What follows belongs to an exercise in optimizing a design on an open flow for small area, a short achievable clock period and few clock cycles; a production flow would make more cautious choices. In this exercise RTL edits were held to simulation tests only and were not proved equivalent to the original. Power figures rest on the tool's default switching activity, not on a simulated workload.

## gsh_core
module gsh_core (
    input  wire        clk,
    input  wire        rst,           
    input  wire        req_valid,
    output wire        req_ready,
    input  wire        req_we,
    input  wire [18:0] req_addr,
    input  wire [31:0] req_wdata,
    output reg         rsp_valid,
    output wire [31:0] rsp_rdata
);
Size in the first run: ~3,300 cells after synthesis, roughly 89 I/O pins, ~0.034 sq mm of cells after synthesis.
export LEC_CHECK = 0
export ABC_CLOCK_PERIOD_IN_PS = 3000
export CAP_MARGIN = 20
export CORE_MARGIN = 2
export CORE_UTILIZATION = 55
export CTS_BUF_LIST = sky130_fd_sc_hd__clkbuf_4 sky130_fd_sc_hd__clkbuf_8
export PLACE_DENSITY = 0.68
export SETUP_SLACK_MARGIN = 5
export SLEW_MARGIN = 20
export TNS_END_PERCENT = 0
create_clock -name core_clock -period 10.0 [get_ports {clk}]
standard.sh (not shown) runs the stock make flow with config.mk's settings and CLKGATE_MAP_FILE= SYNTH_SCRIPT=/design/flow/synth_recipe.tcl, a recipe that flattens the netlist after the stock synthesis.
==> flow/flow/run.sh <==
#!/bin/bash
set -euo pipefail
MARGIN=7.2
export BUFFER_PORTS_ARGS="-buffer_cell sky130_fd_sc_hd__buf_4"
sed -e "s/SETUP_SLACK_MARGIN=[0-9.-]*/SETUP_SLACK_MARGIN=${MARGIN}/" standard.sh > standard_margin.sh
grep -q "SETUP_SLACK_MARGIN=${MARGIN}" standard_margin.sh
bash standard_margin.sh > standard_margin.log 2>&1
The baseline completed without violations.
Testbench counts at the start, summed over its fixed seeds: cycles 15,330.
Next try:
--- a/flow/flow/run.sh
+++ b/flow/flow/run.sh
@@ -1,5 +1,5 @@
 #!/bin/bash
 set -euo pipefail
-MARGIN=7.2
+MARGIN=6.8
 export BUFFER_PORTS_ARGS="-buffer_cell sky130_fd_sc_hd__buf_4"
 sed -e "s/SETUP_SLACK_MARGIN=[0-9.-]*/SETUP_SLACK_MARGIN=${MARGIN}/" standard.sh > standard_margin.sh
- CORE_UTILIZATION: 55 -> 60
- PLACE_DENSITY: 0.68 -> 0.72
- TNS_END_PERCENT: 0 -> unset
Design area went up by 1.1%.
Via count went down by 0.47%.
Total power went up by 1.3%.
Die area went down by 8.2%.
Register-to-register slack gets better by 0.18 ns.
Clock skew went up by 0.017 ns.
Next try:
--- a/flow/flow/run.sh
+++ b/flow/flow/run.sh
@@ -1,5 +1,5 @@
 #!/bin/bash
 set -euo pipefail
-MARGIN=6.8
+MARGIN=7.2
 export BUFFER_PORTS_ARGS="-buffer_cell sky130_fd_sc_hd__buf_4"
 sed -e "s/SETUP_SLACK_MARGIN=[0-9.-]*/SETUP_SLACK_MARGIN=${MARGIN}/" standard.sh > standard_margin.sh
- CORE_UTILIZATION: 60 -> 50
- CTS_BUF_LIST: sky130_fd_sc_hd__clkbuf_4 sky130_fd_sc_hd__clkbuf_8 -> unset
- PLACE_DENSITY: 0.72 -> 0.65
- TNS_END_PERCENT: unset -> 0
What happened:
- utilization decreases by 12 points
- total power rose by about 2.7%
- clock skew drops by 0.026 ns
- clock-buffer cell count went down by 63
- fmax shrinks by about 9%
- worst setup slack gets worse by 0.34 ns
- final cell count rises by about 0.7%
- non-clock buffer count fell by 19
- area after synthesis does not change
- routed wire length increases by about 2.6%
- die area climbs by 20%
Next try:
- CTS_BUF_LIST: unset -> sky130_fd_sc_hd__clkbuf_4 sky130_fd_sc_hd__clkbuf_8
After rerunning:
- cell area stays flat
- fmax rises by 2.1%
- routed wire length rises by about 0.9%


## fjord
Another version of the RTL of gsh_core (not shown whole).
Size: ~3300 cells after synthesis, ~640 flip-flops, ~89 I/O pins, ~34000 sq um of cells after synthesis.
==> flow/design.v (excerpt) <==
module gsh_core (
    input  wire        clk,
    input  wire        rst,           
    input  wire        req_valid,
    output wire        req_ready,
    input  wire        req_we,
    input  wire [18:0] req_addr,
    input  wire [31:0] req_wdata,
    output reg         rsp_valid,
    output wire [31:0] rsp_rdata
);
    localparam ST_OK        = 3'd0;
    localparam ST_OUT_RANGE = 3'd1;
    localparam ST_MALFORMED = 3'd2;
    localparam ST_TRUNCATED = 3'd3;
    localparam ST_LEN_OVF   = 3'd4;
    localparam ST_ILLEGAL   = 3'd5;
    localparam O_ILL    = 4'd0;
    localparam O_CREATE = 4'd1;
    localparam O_WRAP   = 4'd2;
    localparam O_SETU8  = 4'd3;
    localparam O_GETU8  = 4'd4;
    localparam O_SETU16 = 4'd5;
    localparam O_GETU16 = 4'd6;
    localparam O_SETSTR = 4'd7;
    localparam O_GETSTR = 4'd8;
    localparam O_CRC    = 4'd9;
    localparam O_XOR    = 4'd10;
    localparam O_ENC    = 4'd11;
    localparam O_FWRAP  = 4'd12;
    localparam O_DEC    = 4'd13;
    localparam W_SW   = 4'd0;    
    localparam W_DHI  = 4'd1;
    localparam W_DLO  = 4'd2;
    localparam W_RB   = 4'd3;    
    localparam W_K1   = 4'd4;
    localparam W_ZERO = 4'd5;
    localparam W_N    = 4'd6;
    localparam W_K2   = 4'd7;
    localparam W_K2N  = 4'd8;
    localparam W_CHI  = 4'd9;
    localparam W_CLO  = 4'd10;
    reg  [2:0]  code;
    reg         sticky;
    reg  [4:0]  msg_len;     
    reg  [4:0]  frm_len;     
    reg  [15:0] data_r;
    reg  [15:0] count_r;
    reg  [7:0]  xor1;
    reg  [7:0]  xor2;
    reg  [15:0] crc_r;       
    reg  [447:0] mem;        
    reg         busy;
    reg         sv;          
    reg         s_rd;        
  ...
Settings: LEC_CHECK=0, ABC_CLOCK_PERIOD_IN_PS=3000, CAP_MARGIN=20, CORE_MARGIN=2, CORE_UTILIZATION=60, CTS_BUF_LIST=sky130_fd_sc_hd__clkbuf_4 sky130_fd_sc_hd__clkbuf_8, PLACE_DENSITY=0.72, SETUP_SLACK_MARGIN=5, SLEW_MARGIN=20, TNS_END_PERCENT=0; clock period 10.0 ns.
==> flow/flow/run.sh <==
#!/bin/bash
set -euo pipefail
MARGIN=7.2
export BUFFER_PORTS_ARGS="-buffer_cell sky130_fd_sc_hd__buf_4"
sed -e "s/SETUP_SLACK_MARGIN=[0-9.-]*/SETUP_SLACK_MARGIN=${MARGIN}/" standard.sh > standard_margin.sh
grep -q "SETUP_SLACK_MARGIN=${MARGIN}" standard_margin.sh
bash standard_margin.sh > standard_margin.log 2>&1
The flow did not stop early for fjord: all stages ran, and the layout cleared the timing, DRC and antenna checks.
Testbench counts of fjord, summed over its fixed seeds: cycles 15,330.
> inputs changed (fjord -> nickel)
# fjord
export LEC_CHECK = 0
export ABC_CLOCK_PERIOD_IN_PS = 3000
export CAP_MARGIN = 20
export CORE_MARGIN = 2
export CORE_UTILIZATION = 60
export CTS_BUF_LIST = sky130_fd_sc_hd__clkbuf_4 sky130_fd_sc_hd__clkbuf_8
export PLACE_DENSITY = 0.72
export SETUP_SLACK_MARGIN = 5
export SLEW_MARGIN = 20
export TNS_END_PERCENT = 0
create_clock -name core_clock -period 10.0 [get_ports {clk}]
# nickel
export LEC_CHECK = 0
export ABC_CLOCK_PERIOD_IN_PS = 3000
export CAP_MARGIN = 20
export CORE_MARGIN = 2
export CORE_UTILIZATION = 60
export CTS_BUF_LIST = sky130_fd_sc_hd__clkbuf_4 sky130_fd_sc_hd__clkbuf_8
export PLACE_DENSITY = 0.72
export SETUP_SLACK_MARGIN = 5
export SLEW_MARGIN = 20
create_clock -name core_clock -period 10.0 [get_ports {clk}]
--- a/flow/flow/run.sh
+++ b/flow/flow/run.sh
@@ -3 +3 @@
-MARGIN=7.2
+MARGIN=6.8
### Flow results
Setup slack: nickel vs fjord up 190 ps. nickel -> fjord: area of the placeable core delta 0, exact match. Power in combinational cells (nickel vs. fjord) increases by a little under 10%. Comparing nickel and fjord, the lower area occupied by multi-input gates was measured on fjord. nickel vs. fjord: switching power summed over all nets +about 2.4%, detailed-route wire length on metal 1 +about 4%, cell area after layout +2.4%, global-route usage +0.51 points.

[static timing again, ports no longer ideal]
No port has a modelled driver above. Below, the same layouts with a new extraction and two added sets of constraints. Step 1 (the two cells are an assumption about what drives the block):
set clk [get_ports {clk}]
set_driving_cell -lib_cell sky130_fd_sc_hd__clkbuf_16 $clk
set_driving_cell -lib_cell sky130_fd_sc_hd__buf_2 [delete_from_list [all_inputs] $clk]
Step 2 times the ports against the registers' clock, not the clock port: input delays grow and output delays shrink by t, the midpoint of the rising clock arrivals with the driver on. Three values: no drivers, after step 1, after step 2; two values: the first two.
| run | shift t [ns] | setup slack, ns | hold WS [ns] | worst register clock-pin slew, ns | pins driven straight from the clock port |
|---|---|---|---|---|---|
| the first run of note 1 | 0.794 | 6.570 / 6.570 / 5.866 | 0.460 / 0.460 / 0.460 | 0.07 / 0.07 | 1 |
| the second run of note 1 | 0.811 | 6.746 / 6.708 / 5.924 | 0.462 / 0.462 / 0.462 | 0.07 / 0.07 | 1 |
| the third run of note 1 | 0.704 | 6.407 / 6.407 / 5.877 | 0.460 / 0.460 / 0.460 | 0.07 / 0.07 | 1 |
| the fourth run of note 1 | 0.802 | 6.481 / 6.481 / 5.858 | 0.460 / 0.460 / 0.460 | 0.07 / 0.07 | 1 |
| fjord | 0.799 | 6.288 / 6.288 / 5.806 | 0.463 / 0.463 / 0.463 | 0.07 / 0.07 | 1 |
| nickel | 0.808 | 6.479 / 6.479 / 6.009 | 0.465 / 0.465 / 0.465 | 0.07 / 0.07 | 1 |
After both steps setup and hold are still met in every run listed. For the second run of note 1, which loses most, drivers alone change the setup slack by -0.038 ns; drivers and shift together by -0.822 ns.
